Background: an optimization exercise with open tools, aiming at small area. Do not read the settings as production practice.
The RTL was checked by simulation tests, not by an equivalence proof against the original design.
Power and IR drop assume default switching activity.

[design/flow/run.sh]
#!/bin/bash
# synth_recipe.tcl (not shown) runs the flow's synth.tcl, then flattens the netlist and writes it again
# the make line also repeats each setting of config.mk as NAME=value (left out here)
make -C /OpenROAD-flow-scripts/flow DESIGN_CONFIG=/design/flow/config.mk WORK_HOME=/design/flow/orfs CLKGATE_MAP_FILE= SYNTH_SCRIPT=/design/flow/synth_recipe.tcl finish
[design/flow/config.mk]
export PLATFORM = sky130hd
export DESIGN_NAME = can2matrix
export DESIGN_NICKNAME = can2matrix
export VERILOG_FILES = /design/flow/design.v
export SDC_FILE = /design/flow/constraint.sdc
export NUM_CORES = 4
export LEC_CHECK = 0
export CAP_MARGIN = 20
export CORE_MARGIN = 2
export CORE_UTILIZATION = 40
export SLEW_MARGIN = 20
[design/flow/design.v]
module can2matrix (
  input  wire        clk,
  input  wire        rst,           
  input  wire        host_we,
  input  wire [7:0]  host_addr,
  input  wire [7:0]  host_wdata,
  output reg  [7:0]  host_rdata,
  output wire        tx_valid,
  output wire        tx_bus,        
  output wire [10:0] tx_id,
  output wire [3:0]  tx_dlc,
  output wire [63:0] tx_data,       
  input  wire        tx_ready
);
  localparam [10:0] ID_M_IGN   = 11'h010, ID_M_WHEEL = 11'h020,
                    ID_M_ODO   = 11'h030, ID_M_RPM   = 11'h040,
                    ID_L_START = 11'h050, ID_L_ACK   = 11'h051;
  localparam [10:0] ID_S_IGN  = 11'h200, ID_S_WHEEL = 11'h210, ID_S_GEAR = 11'h220,
                    ID_S_DIM  = 11'h230, ID_S_ODO   = 11'h240, ID_S_LANG = 11'h250,
                    ID_S_CFG  = 11'h260;
  localparam [10:0] ID_L_OPEN = 11'h300, ID_L_PRE = 11'h301,
                    ID_L_DATA = 11'h302, ID_L_CLOSE = 11'h303;
  localparam [7:0]  S_KEYIN = 8'h01, S_ACC = 8'h02, S_IGN_ON = 8'h04, S_START = 8'h08;
  localparam [7:0]  S_GEAR_REV = 8'h02, S_GEAR_DRIVE = 8'h01;
  localparam [7:0]  LANG_DEFAULT = 8'h02;
  localparam [7:0]  DIM_LOWER = 8'h40, DIM_UPPER = 8'h60;
  localparam [7:0]  START_ACK_B0 = 8'hC1, PRE_ACK_B0 = 8'hC3, ACK_MARK = 8'hB0;
  localparam [3:0]  CLOSE_NIB = 4'hA;
  localparam [3:0]  MK_MORE = 4'd2, MK_LAST = 4'd1;
  localparam [7:0]  CLOSE_DATA = 8'hA8;
  localparam [15:0] WAIT_LIMIT = 16'd3;
  localparam        BUF_CAP = 64;
  localparam [2:0]  L_IDLE = 3'd0, L_START = 3'd1, L_PRE = 3'd2, L_INFO = 3'd3,
                    L_WAIT = 3'd4, L_STOP = 3'd5;
  localparam E_BAD_CMD = 0, E_BUSY = 1, E_BAD_FRAME = 2, E_DECODE_SHORT = 3,
             E_BAD_TARGET = 4, E_BUF_OVF = 5, E_BUF_BUSY = 6, E_BUF_EMPTY = 7,
             E_LINK_TIMEOUT = 8;
  localparam FW = 80;
  reg [7:0]  ignition, gearbox, temperature;
  reg [15:0] speed, rpm;
  reg [10:0] wheel_pulse, wheel_delta;
  reg [23:0] odometer;
  reg [15:0] dim_avg;
  reg        night_mode;
  reg [7:0]  tick_cnt;
  reg [2:0]  lstate;
  reg [3:0]  seq;
  reg [15:0] wait_cnt;
  reg [7:0]  buf_mem [0:BUF_CAP-1];
  reg [15:0] buf_len;
  reg [15:0] cursor;
  reg [3:0]  chunk_len;
  reg        chunk_last;
  reg [63:0] chunk_data;
  reg [7:0]  cmd_stage1, cmd_stage2, cmd_stage3;
  reg [10:0] rx_id;
  reg [3:0]  rx_dlc;
  reg [63:0] rx_data;
  reg [FW-1:0] txq [0:6];
  reg [2:0]  tx_head;
  reg [2:0]  tx_count;
  reg [15:0] err;
  integer i;
  function [FW-1:0] mk_frame;
    input        bus;
    input [10:0] id;
    input [3:0]  dlc;
    input [63:0] data;
    mk_frame = {bus, id, dlc, data};
  endfunction
  wire [7:0] rx_b0 = rx_data[7:0];
  wire [7:0] rx_b1 = rx_data[15:8];
  wire [7:0] rx_b2 = rx_data[23:16];
  wire [7:0] rx_b3 = rx_data[31:24];
  wire [7:0] rx_b4 = rx_data[39:32];
  wire [2:0] rx_b5 = rx_data[42:40];    
  wire [7:0] rx_b6 = rx_data[55:48];
  wire [FW-1:0] f_ign   = mk_frame(1'b1, ID_S_IGN,   4'd2, {56'd0, ignition});
  wire [FW-1:0] f_wheel = mk_frame(1'b1, ID_S_WHEEL, 4'd8,
                                   {16'd0, 5'd0, wheel_delta, rpm, speed});
  wire [FW-1:0] f_gear  = mk_frame(1'b1, ID_S_GEAR,  4'd7, {40'd0, gearbox, 16'd0});
  wire [FW-1:0] f_dim   = mk_frame(1'b1, ID_S_DIM,   4'd3,
                                   {48'd0, 7'd0, night_mode, dim_avg[15:8]});
  wire [FW-1:0] f_odo   = mk_frame(1'b1, ID_S_ODO,   4'd7, {32'd0, temperature, odometer});
  wire [FW-1:0] f_lang  = mk_frame(1'b1, ID_S_LANG,  4'd4,
                                   {56'd0, LANG_DEFAULT[3:0], 3'b000, 1'b1});
  wire [FW-1:0] f_cfg   = mk_frame(1'b1, ID_S_CFG,   4'd8, 64'h0000_0000_0000_0001);
  wire [FW-1:0] f_open  = mk_frame(1'b0, ID_L_OPEN, 4'd3, 64'h0000_0000_0003_0201);
  wire [FW-1:0] f_pre   = mk_frame(1'b0, ID_L_PRE,  4'd6, 64'h0000_1514_1312_1110);
  wire [FW-1:0] f_cls   = mk_frame(1'b0, ID_L_CLOSE, 4'd1, {56'd0, CLOSE_DATA});
  wire [FW-1:0] f_cack  = mk_frame(1'b0, ID_L_DATA, 4'd1,
                                   {56'd0, ACK_MARK[7:4], rx_b0[3:0] + 4'd1});
  reg [63:0] chunk_bytes;
  always @* begin
    for (i = 0; i < 8; i = i + 1)
      chunk_bytes[8*i +: 8] = buf_mem[{cursor[5:3], i[2:0]}];
  end
  wire [15:0] cursor_plus8 = cursor + 16'd8;
  wire        nc_last   = (cursor_plus8 >= buf_len);
  wire [3:0]  nc_len    = nc_last ? ((buf_len[2:0] == 3'd0) ? 4'd8 : {1'b0, buf_len[2:0]})
                                  : 4'd8;
  wire [15:0] nc_cursor = nc_last ? 16'd0 : cursor_plus8;
  reg [63:0] chunk_payload;
  always @* begin
    chunk_payload = 64'd0;
    chunk_payload[7:0] = {(nc_last ? MK_LAST : MK_MORE), seq};
    for (i = 1; i < 8; i = i + 1)
      if (i < nc_len) chunk_payload[8*i +: 8] = chunk_bytes[8*i +: 8];
  end
  wire [FW-1:0] f_chunk = mk_frame(1'b0, ID_L_DATA, nc_len, chunk_payload);
  wire [31:0] cmd_word = {cmd_stage3, cmd_stage2, cmd_stage1, host_wdata};
  wire        trigger  = host_we && (host_addr == 8'h00);
  wire        q_busy   = (tx_count != 3'd0);
  wire op_nop    = (cmd_word == 32'h0000_0000);
  wire op_mframe = (cmd_word == 32'h0000_0001);
  wire op_sframe = (cmd_word == 32'h0000_0002);
  wire op_tick   = (cmd_word == 32'h0000_0003);
  wire op_dim    = (cmd_word[15:0] == 16'h0004);
  wire op_enc    = (cmd_word[15:0] == 16'h0005) && (cmd_word[31:27] == 5'd0);
  wire op_lstep  = ((cmd_word & 32'hFFFF_FCFF) == 32'h0000_0006);
  wire op_lreset = (cmd_word == 32'h0000_0007);
  wire op_bclr   = (cmd_word == 32'h0000_0008);
  wire op_bapp   = (cmd_word[15:0] == 16'h0009) && (cmd_word[31:24] == 8'd0);
  wire op_chunk  = (cmd_word == 32'h0000_000A);
  wire op_eclr   = (cmd_word[15:0] == 16'h000B);
  wire op_sreset = (cmd_word == 32'h0000_000C);
  wire op_legal  = op_nop | op_mframe | op_sframe | op_tick | op_dim | op_enc | op_lstep |
                   op_lreset | op_bclr | op_bapp | op_chunk | op_eclr | op_sreset;
  wire [15:0] arg     = cmd_word[31:16];
  wire        f_req   = cmd_word[8];
  wire        f_frame = cmd_word[9];
  wire rx_bad     = (rx_dlc > 4'd8);
  wire streaming  = (lstate == L_INFO) || (lstate == L_WAIT);
  wire rx_has     = (rx_dlc != 4'd0);
  wire is_start_ack = rx_has && (rx_id == ID_L_START) && (rx_b0 == START_ACK_B0);
  wire is_pre_ack   = rx_has && (rx_id == ID_L_ACK) && (rx_b0 == PRE_ACK_B0);
  wire is_chunk_ack = rx_has && (rx_id == ID_L_ACK) && (rx_b0 == (ACK_MARK | {4'd0, seq}));
  wire is_close     = rx_has && (rx_id == ID_L_ACK) && (rx_b0[7:4] == CLOSE_NIB);
  reg [7:0]  n_ignition, n_gearbox, n_temperature;
  reg [15:0] n_speed, n_rpm;
  reg [10:0] n_wheel_pulse, n_wheel_delta;
  reg [23:0] n_odometer;
  reg [15:0] n_dim_avg;
  reg        n_night_mode;
  reg [7:0]  n_tick_cnt;
  reg [2:0]  n_lstate;
  reg [3:0]  n_seq;
  reg [15:0] n_wait_cnt;
  reg [15:0] n_buf_len, n_cursor;
  reg [3:0]  n_chunk_len;
  reg        n_chunk_last;
  reg [63:0] n_chunk_data;
  reg [15:0] n_err;
  reg        buf_we;
  reg        do_sreset;
  reg [2:0]  push_n;
  reg [FW-1:0] push0, push1, push2, push3, push4, push5, push6;
  reg        ls_req, ls_frame, ls_run;
  reg [15:0] dim_next;
  reg [7:0]  tick_inc;
  reg [15:0] wait_inc;
  always @* begin
    n_ignition = ignition; n_gearbox = gearbox; n_temperature = temperature;
    n_speed = speed; n_rpm = rpm; n_wheel_pulse = wheel_pulse; n_wheel_delta = wheel_delta;
    n_odometer = odometer; n_dim_avg = dim_avg; n_night_mode = night_mode;
    n_tick_cnt = tick_cnt; n_lstate = lstate; n_seq = seq; n_wait_cnt = wait_cnt;
    n_buf_len = buf_len; n_cursor = cursor;
    n_chunk_len = chunk_len; n_chunk_last = chunk_last; n_chunk_data = chunk_data;
    n_err = err;
    buf_we = 1'b0; do_sreset = 1'b0;
    push_n = 3'd0;
    push0 = {FW{1'b0}}; push1 = {FW{1'b0}}; push2 = {FW{1'b0}}; push3 = {FW{1'b0}};
    push4 = {FW{1'b0}}; push5 = {FW{1'b0}}; push6 = {FW{1'b0}};
    ls_req = 1'b0; ls_frame = 1'b0; ls_run = 1'b0;
    dim_next = 16'd0; tick_inc = 8'd0; wait_inc = 16'd0;
    if (trigger) begin
      if (q_busy && !op_sreset) begin
        n_err[E_BUSY] = 1'b1;
      end else if (!op_legal) begin
        n_err[E_BAD_CMD] = 1'b1;
      end else if (op_sreset) begin
        do_sreset = 1'b1;
      end else if (op_mframe) begin
        if (rx_bad) n_err[E_BAD_FRAME] = 1'b1;
        else if (rx_id == ID_M_IGN) begin
          if (rx_dlc < 4'd1) n_err[E_DECODE_SHORT] = 1'b1;
          else if (rx_b0[1]) n_ignition = S_KEYIN | S_IGN_ON;
          else if (rx_b0[2]) n_ignition = S_KEYIN | S_START;
          else if (rx_b0[0]) n_ignition = S_KEYIN | S_ACC;
          else               n_ignition = 8'h00;
        end else if (rx_id == ID_M_WHEEL) begin
          if (rx_dlc < 4'd7) n_err[E_DECODE_SHORT] = 1'b1;
          else begin
            n_gearbox     = rx_b0[1] ? S_GEAR_REV : S_GEAR_DRIVE;
            n_speed       = {rx_b3, rx_b2} << 1;
            n_wheel_pulse = {rx_b5, rx_b4};
            n_wheel_delta = {rx_b5, rx_b4} - wheel_pulse;
            n_temperature = rx_b6;
          end
        end else if (rx_id == ID_M_ODO) begin
          if (rx_dlc < 4'd3) n_err[E_DECODE_SHORT] = 1'b1;
          else n_odometer = {rx_b2, rx_b1, rx_b0} << 1;
        end else if (rx_id == ID_M_RPM) begin
          if (rx_dlc < 4'd2) n_err[E_DECODE_SHORT] = 1'b1;
          else n_rpm = {rx_b1, rx_b0} >> 2;
        end else if (rx_id == ID_L_START || rx_id == ID_L_ACK) begin
          ls_run = 1'b1; ls_req = 1'b0; ls_frame = 1'b1;
        end
      end else if (op_sframe) begin
        if (rx_bad) n_err[E_BAD_FRAME] = 1'b1;
      end else if (op_tick) begin
        tick_inc = (tick_cnt == 8'd39) ? 8'd0 : tick_cnt + 8'd1;
        n_tick_cnt = tick_inc;
        if (tick_inc % 8'd2 == 8'd0) begin
          push0 = f_ign; push1 = f_wheel; push2 = f_odo; push_n = 3'd3;
        end
        if (tick_inc % 8'd10 == 8'd0) begin
          push3 = f_dim; push4 = f_gear; push_n = 3'd5;
        end
        if (tick_inc % 8'd20 == 8'd0) begin
          push5 = f_lang; push_n = 3'd6;
        end
        if (tick_inc == 8'd0) begin
          push6 = f_cfg; push_n = 3'd7;
        end
        if (lstate == L_START || lstate == L_PRE || lstate == L_WAIT) begin
          wait_inc = wait_cnt + 16'd1;
          n_wait_cnt = wait_inc;
          if (wait_inc >= WAIT_LIMIT) begin
            n_lstate = L_IDLE; n_seq = 4'd0; n_wait_cnt = 16'd0; n_cursor = 16'd0;
            n_err[E_LINK_TIMEOUT] = 1'b1;
          end
        end
      end else if (op_dim) begin
        dim_next = {4'd0, arg[15:4]} + dim_avg - {4'd0, dim_avg[15:4]};
        n_dim_avg = dim_next;
        if (!night_mode && dim_next[15:8] < DIM_LOWER) n_night_mode = 1'b1;
        else if (night_mode && dim_next[15:8] > DIM_UPPER) n_night_mode = 1'b0;
      end else if (op_enc) begin
        push_n = 3'd1;
        case (arg[10:0])
          ID_S_IGN:   push0 = f_ign;
          ID_S_WHEEL: push0 = f_wheel;
          ID_S_GEAR:  push0 = f_gear;
          ID_S_DIM:   push0 = f_dim;
          ID_S_ODO:   push0 = f_odo;
          ID_S_LANG:  push0 = f_lang;
          ID_S_CFG:   push0 = f_cfg;
          default: begin
            push_n = 3'd0;
            n_err[E_BAD_TARGET] = 1'b1;
          end
        endcase
      end else if (op_lstep) begin
        if (f_frame && rx_bad) n_err[E_BAD_FRAME] = 1'b1;
        else begin
          ls_run = 1'b1; ls_req = f_req; ls_frame = f_frame;
        end
      end else if (op_lreset) begin
        n_lstate = L_IDLE; n_seq = 4'd0; n_wait_cnt = 16'd0; n_cursor = 16'd0;
      end else if (op_bclr) begin
        if (streaming) n_err[E_BUF_BUSY] = 1'b1;
        else begin
          n_buf_len = 16'd0; n_cursor = 16'd0;
        end
      end else if (op_bapp) begin
        if (streaming) n_err[E_BUF_BUSY] = 1'b1;
        else if (buf_len == BUF_CAP) n_err[E_BUF_OVF] = 1'b1;
        else begin
          buf_we = 1'b1;
          n_buf_len = buf_len + 16'd1;
        end
      end else if (op_chunk) begin
        if (streaming) n_err[E_BUF_BUSY] = 1'b1;
        else if (buf_len == 16'd0) n_err[E_BUF_EMPTY] = 1'b1;
        else begin
          n_chunk_data = chunk_bytes;
          n_chunk_len  = nc_len;
          n_chunk_last = nc_last;
          n_cursor     = nc_cursor;
        end
      end else if (op_eclr) begin
        n_err = err & ~arg;
      end
      if (ls_run) begin
        case (lstate)
          L_IDLE: if (ls_req) begin
            push0 = f_open; push_n = 3'd1;
            n_lstate = L_START; n_wait_cnt = 16'd0;
          end
          L_START: if (ls_frame && is_start_ack) begin
            push0 = f_pre; push_n = 3'd1;
            n_lstate = L_PRE; n_wait_cnt = 16'd0;
          end
          L_PRE: if (ls_frame && is_pre_ack) begin
            n_lstate = L_INFO; n_wait_cnt = 16'd0;
          end
          L_INFO: begin
            if (ls_frame && is_close) begin
              push0 = f_cack; push_n = 3'd1;
              n_lstate = L_STOP; n_wait_cnt = 16'd0;
            end else if (buf_len == 16'd0) begin
              n_err[E_BUF_EMPTY] = 1'b1;
            end else begin
              push0 = f_chunk; push_n = 3'd1;
              n_seq = seq + 4'd1;
              n_cursor = nc_cursor;
              if (!nc_last) begin
                n_lstate = L_WAIT; n_wait_cnt = 16'd0;
              end
            end
          end
          L_WAIT: if (ls_frame && is_chunk_ack) begin
            n_lstate = L_INFO; n_wait_cnt = 16'd0;
          end
          L_STOP: begin
            n_seq = 4'd0;
            push0 = f_cls; push_n = 3'd1;
            n_lstate = L_IDLE; n_wait_cnt = 16'd0;
          end
          default: ;
        endcase
      end
    end
  end
  wire pop = tx_valid && tx_ready;
  always @(posedge clk) begin
    if (rst || do_sreset) begin
      ignition <= 8'd0; gearbox <= 8'd0; temperature <= 8'd0;
      speed <= 16'd0; rpm <= 16'd0; wheel_pulse <= 11'd0; wheel_delta <= 11'd0;
      odometer <= 24'd0; dim_avg <= 16'h8000; night_mode <= 1'b0;
      tick_cnt <= 8'd0; lstate <= L_IDLE; seq <= 4'd0; wait_cnt <= 16'd0;
      for (i = 0; i < BUF_CAP; i = i + 1) buf_mem[i] <= 8'd0;
      buf_len <= 16'd0; cursor <= 16'd0;
      chunk_len <= 4'd0; chunk_last <= 1'b0; chunk_data <= 64'd0;
      cmd_stage1 <= 8'd0; cmd_stage2 <= 8'd0; cmd_stage3 <= 8'd0;
      rx_id <= 11'd0; rx_dlc <= 4'd0; rx_data <= 64'd0;
      for (i = 0; i < 7; i = i + 1) txq[i] <= {FW{1'b0}};
      tx_head <= 3'd0; tx_count <= 3'd0;
      err <= 16'd0;
    end else begin
      ignition <= n_ignition; gearbox <= n_gearbox; temperature <= n_temperature;
      speed <= n_speed; rpm <= n_rpm; wheel_pulse <= n_wheel_pulse;
      wheel_delta <= n_wheel_delta; odometer <= n_odometer;
      dim_avg <= n_dim_avg; night_mode <= n_night_mode;
      tick_cnt <= n_tick_cnt; lstate <= n_lstate; seq <= n_seq; wait_cnt <= n_wait_cnt;
      buf_len <= n_buf_len; cursor <= n_cursor;
      chunk_len <= n_chunk_len; chunk_last <= n_chunk_last; chunk_data <= n_chunk_data;
      err <= n_err;
      if (buf_we) buf_mem[buf_len[5:0]] <= arg[7:0];
      if (host_we) begin
        case (host_addr)
          8'h00: begin cmd_stage1 <= 8'd0; cmd_stage2 <= 8'd0; cmd_stage3 <= 8'd0; end
          8'h01: cmd_stage1 <= host_wdata;
          8'h02: cmd_stage2 <= host_wdata;
          8'h03: cmd_stage3 <= host_wdata;
          8'h24: rx_id[7:0] <= host_wdata;
          8'h25: rx_id[10:8] <= host_wdata[2:0];
          8'h26: rx_dlc <= host_wdata[3:0];
          8'h28: rx_data[7:0]   <= host_wdata;
          8'h29: rx_data[15:8]  <= host_wdata;
          8'h2A: rx_data[23:16] <= host_wdata;
          8'h2B: rx_data[31:24] <= host_wdata;
          8'h2C: rx_data[39:32] <= host_wdata;
          8'h2D: rx_data[47:40] <= host_wdata;
          8'h2E: rx_data[55:48] <= host_wdata;
          8'h2F: rx_data[63:56] <= host_wdata;
          default: ;
        endcase
      end
      if (push_n != 3'd0) begin
        txq[0] <= push0; txq[1] <= push1; txq[2] <= push2; txq[3] <= push3;
        txq[4] <= push4; txq[5] <= push5; txq[6] <= push6;
        tx_head <= 3'd0;
        tx_count <= push_n;
      end else if (pop) begin
        tx_head <= tx_head + 3'd1;
        tx_count <= tx_count - 3'd1;
      end
    end
  end
  wire [FW-1:0] head = txq[tx_head];
  assign tx_valid = q_busy;
  assign tx_bus   = head[79];
  assign tx_id    = head[78:68];
  assign tx_dlc   = head[67:64];
  assign tx_data  = head[63:0];
  always @* begin
    case (host_addr)
      8'h04: host_rdata = {5'd0, 1'b1, night_mode, q_busy};
      8'h05: host_rdata = {seq, 1'b0, lstate};
      8'h06: host_rdata = err[7:0];
      8'h07: host_rdata = err[15:8];
      8'h08: host_rdata = tick_cnt;
      8'h09: host_rdata = ignition;
      8'h0A: host_rdata = gearbox;
      8'h0B: host_rdata = temperature;
      8'h0C: host_rdata = speed[7:0];
      8'h0D: host_rdata = speed[15:8];
      8'h0E: host_rdata = rpm[7:0];
      8'h0F: host_rdata = rpm[15:8];
      8'h10: host_rdata = wheel_pulse[7:0];
      8'h11: host_rdata = {5'd0, wheel_pulse[10:8]};
      8'h12: host_rdata = wheel_delta[7:0];
      8'h13: host_rdata = {5'd0, wheel_delta[10:8]};
      8'h14: host_rdata = odometer[7:0];
      8'h15: host_rdata = odometer[15:8];
      8'h16: host_rdata = odometer[23:16];
      8'h17: host_rdata = dim_avg[15:8];
      8'h18: host_rdata = dim_avg[7:0];
      8'h19: host_rdata = dim_avg[15:8];
      8'h1A: host_rdata = LANG_DEFAULT;
      8'h1C: host_rdata = buf_len[7:0];
      8'h1D: host_rdata = buf_len[15:8];
      8'h1E: host_rdata = cursor[7:0];
      8'h1F: host_rdata = cursor[15:8];
      8'h20: host_rdata = wait_cnt[7:0];
      8'h21: host_rdata = wait_cnt[15:8];
      8'h22: host_rdata = {5'd0, tx_count};
      8'h24: host_rdata = rx_id[7:0];
      8'h25: host_rdata = {5'd0, rx_id[10:8]};
      8'h26: host_rdata = {4'd0, rx_dlc};
      8'h28: host_rdata = rx_data[7:0];
      8'h29: host_rdata = rx_data[15:8];
      8'h2A: host_rdata = rx_data[23:16];
      8'h2B: host_rdata = rx_data[31:24];
      8'h2C: host_rdata = rx_data[39:32];
      8'h2D: host_rdata = rx_data[47:40];
      8'h2E: host_rdata = rx_data[55:48];
      8'h2F: host_rdata = rx_data[63:56];
      8'h30: host_rdata = {4'd0, chunk_len};
      8'h31: host_rdata = {7'd0, chunk_last};
      8'h38: host_rdata = chunk_data[7:0];
      8'h39: host_rdata = chunk_data[15:8];
      8'h3A: host_rdata = chunk_data[23:16];
      8'h3B: host_rdata = chunk_data[31:24];
      8'h3C: host_rdata = chunk_data[39:32];
      8'h3D: host_rdata = chunk_data[47:40];
      8'h3E: host_rdata = chunk_data[55:48];
      8'h3F: host_rdata = chunk_data[63:56];
      default: host_rdata = 8'h00;
    endcase
  end
endmodule
[design/flow/constraint.sdc]
create_clock -name core_clock -period 10.0 [get_ports {clk}]
set_input_delay 2.0000 -clock core_clock [delete_from_list [all_inputs] [get_ports {clk}]]
set_output_delay 2.0000 -clock core_clock [all_outputs]
set_load 0.01 [all_outputs]
==> notes.md <==
[power by group]
part | switching, W | internal, W
registers | 0.0000310 | 0.00456
logic | 0.000197 | 0.0000764
clock network | 0.00183 | 0.00265
total | 0.00206 | 0.00729
[cell usage in the layout (no fill, tap or decap), types with 18 or more instances in the layout]
cell / instances
sky130_fd_sc_hd__clkbuf_16: 116
sky130_fd_sc_hd__a221oi_1: 47
sky130_fd_sc_hd__edfxtp_1: 512
sky130_fd_sc_hd__a22o_1: 157
sky130_fd_sc_hd__a211oi_1: 77
sky130_fd_sc_hd__nor4_1: 28
sky130_fd_sc_hd__mux4_2: 129
sky130_fd_sc_hd__dfxtp_1: 520
sky130_fd_sc_hd__nor3_1: 313
sky130_fd_sc_hd__a21oi_1: 334
sky130_fd_sc_hd__or3_1: 26
sky130_fd_sc_hd__buf_4: 149
sky130_fd_sc_hd__o21ai_0: 169
sky130_fd_sc_hd__nand4_1: 53
sky130_fd_sc_hd__and3_1: 33
sky130_fd_sc_hd__nand2_1: 515
sky130_fd_sc_hd__nor2b_1: 23
sky130_fd_sc_hd__mux2i_1: 80
sky130_fd_sc_hd__clkdlybuf4s50_1: 103
sky130_fd_sc_hd__o21ai_1: 33
sky130_fd_sc_hd__o22ai_1: 19
sky130_fd_sc_hd__a222oi_1: 40
sky130_fd_sc_hd__a22oi_1: 96
sky130_fd_sc_hd__nand3_1: 198
sky130_fd_sc_hd__a21o_1: 20
sky130_fd_sc_hd__ha_1: 63
sky130_fd_sc_hd__inv_1: 138
sky130_fd_sc_hd__o211ai_1: 18
sky130_fd_sc_hd__clkbuf_1: 28
sky130_fd_sc_hd__and2_1: 311
sky130_fd_sc_hd__a31oi_1: 19
sky130_fd_sc_hd__xnor2_1: 48
sky130_fd_sc_hd__nor2_1: 368
[registers in the layout (all words and copies together) (netlist names), 23 cells and up, named ones only]
register    cells
txq           162
buf_mem       512
odometer       23
rx_data        64
chunk_data     64
[path summary, 6_finish.rpt]
| kind | from | end | slack (ns) | cells past startpoint |
|---|---|---|---|---|
| setup / recovery | host_addr[5] | host_rdata[2] | 1.99 | 8 |
| hold / removal | txq[0][44]$_SDFFE_PP0P_ | txq[0][44]$_SDFFE_PP0P_ | 0.44 | 2 |
| setup reg to reg | tick_cnt[0]$_SDFFE_PP0P_ | txq[3][77]$_SDFFE_PP0P_ | 2.62 | 19 |
| hold reg to reg | txq[0][44]$_SDFFE_PP0P_ | txq[0][44]$_SDFFE_PP0P_ | 0.44 | 2 |
[area by class of cell]
class                   count  area (sq um)
clock buffers             160          3200
well taps                1662          2080
repair buffers            260          2280
diodes                      4          10.0
inverters                 144           541
fillers                 11938         69100
multi-input cells        3511         23200
clock inverters            53           782
flip-flops and latches   1039         25900
[through the flow]
stage,worst slack [ns],cell area (sq um),utilization,power [W]
after global placement,1.98,54000,0.425,0.00494
after global routing,2.01,58100,0.456,0.00958
after CTS,2.12,58000,0.456,0.00939
final,1.99,58100,0.456,0.00935
after floorplan,4.15,51200,-,0.00481
after detailed placement,2.13,54000,0.425,0.00495
[worst min-delay path, delay by kind of cell, from the launching register on]
family           cells  cell delay, ns
DFF                  1            0.31
and+or+nand+nor      2            0.09
[per-layer routing]
layer,GRT usage,part of all wire
met1,0.469,0.43
met2,0.484,0.42
met3,0.0635,0.093
met4,0.171,0.058
met5,0,0.00043
[kinds of logic after synthesis]
group	synth area share
adders and majority gates	0.0207
muxes	0.0755
AOI/OAI and AO/OA	0.152
other	0.0000733
DFF	0.507
and+or+nand+nor	0.191
xor gates and xnor gates	0.0106
buffers and inverters	0.0429
==> results.ini <==
[yosys]
ys_seq_elements = 1039
post-synth-top-count-cell = sky130_fd_sc_hd__dfxtp_1
netlist_top_cells_count = sky130_fd_sc_hd__dfxtp_1 (527), sky130_fd_sc_hd__nand2_1 (515), sky130_fd_sc_hd__edfxtp_1 (512)
ys_dominant_reg_cell = sky130_fd_sc_hd__dfxtp_1
synth_edf_count = 512
post_synth_num_cell_types = 107
syn_avg_cell_area_sq_um = 10.0
library_cell_occupying_the_most_area_in_the_post_synthesis_netlist = sky130_fd_sc_hd__edfxtp_1
synth.top_cell.area_share = 0.300
yosysWarnings = 2
synth.area.top_cells = sky130_fd_sc_hd__edfxtp_1 (30%), sky130_fd_sc_hd__dfxtp_1 (21%), sky130_fd_sc_hd__mux4_2 (5.7%)
synthesis.area_sq_um = 51200
synth_async_sr_flop_share = 0
yosysSeqAreaShare = 0.507
synthCells = 5105

[route]
vias = 43108
antenna_viol_nets_final = 0
vias_per_cell = 6.31
detail_route.wl_per_cell_um = 32.4
drt_wl_total_um = 222000
drt_pass1_iterations = 7
route.detailed.drc = 0
drt-initial-drc-count = 6404

[floorplanning]
die_area_sq_um = 131000
chipWidth_um = 362
die_h_um = 362
initial_utilization = 0.402
rows = 131
boundaryPins = 109
core_area_sq_um = 127000

[hold_path]
worstHoldPathType = reg2reg

[sta]
max_freq_mhz = 125
max_slew_margin = 0.194
timing.setup.tns_ns = 0
fin_skew_ns = 0.0503
grt_setup_unrepaired = false
final_hold_viol_count = 0
post-route-min-period_ns = 8.01
setup_viol = 0
worst_hold_slack_ns = 0.445
worst_slew_pin_slew_ns = 1.20
period_share = 0.801
report.final.slew_viol_count = 0

[clock_tree]
worstSkewPairLatency_ns = 0.76
cts_resized = 0
cts_buffers = 113
clk_pin_slew_worst_paths_ns = 0.06
clock_tree_sinks = 1039
post_cts_hold_buffer_count = 0
cts_tree = built
cts-root-to-sink-buffers = 3
post-cts-setup-buffer-count = 0
htreeDepth = 3
cts.root.buffer_cell = sky130_fd_sc_hd__clkbuf_16

[setup_path]
worstPathCellList = clkdlybuf4s50_1, nand2b_1, nor2_1, a22o_1, a221oi_1, nand4_1, or4_1, clkdlybuf4s50_1
worst-path-buf-inv = 2
cp-start-kind = primary input
cp.arrival_ns = 6.01
timing.critical_path.max_delay_family = simple AND/OR/NAND/NOR gates
critical_path_required_ns = 8.00
cp_slowest_stage_delay_ns = 0.81
critical_path_class = in2out
cp_slowest_cell = sky130_fd_sc_hd__nand2b_1
cpMostUsedCell = sky130_fd_sc_hd__clkdlybuf4s50_1
critical_path_capture_point_type = output port
path_max_fanout = 16

[place]
gp_congestion = 1.03
dp.final_hpwl_um = 162000
dp.cells = 6613
place.port_buffers = 104

[power]
power.density_cell_area_nw_per_um2 = 161
worst_ir_drop_vdd_mv = 0.141
power_leakage_nw = 18.9

[outcome]
status = timing/DRC/antenna clean

[global_routing]
antenna_found_initial = 17
grt_start_max_net_pins = 153
globalRouteOverflowTotal = 0
grt.total_usage = 0.332
grt_pass1_vias = 39717
first_pass_grt_wire_length_um = 310000

[final_layout]
layout-drive-gt1-share = 0.110
finish.cell_count_without_fillers = 6833
area_growth_syn_to_layout_pct = 13.5
finish.net_count = 5165

[flow_run]
cap_viol_max_count = 0

what the ideal ports hide:
How much do the figures lean on ideal ports? The routed layout below was timed once more, with nothing changed but the port constraints. Step 1 sets driving cells, clkbuf_16 on the clock port and buf_2 on the other inputs (assumed; they add their load-dependent delay and slew). Step 2, shift: input delay + t, output delay - t, t = (earliest + latest rising clock arrival at the registers) / 2. This alone moves slack from input paths to output paths. Slacks: ideal / step 1 / step 2; pairs: ideal / step 1.
t, ns: 0.818
setup slack, ns: 1.992 / 1.965 / 1.965
hold WS [ns]: 0.445 / 0.445 / 0.445
clock arrival spread, ns: 0.050 / 0.050
pins driven straight from the clock port: 1
After both steps setup and hold are still met in this run. For this run, drivers alone change the setup slack by -0.027 ns; drivers and shift together by -0.027 ns.
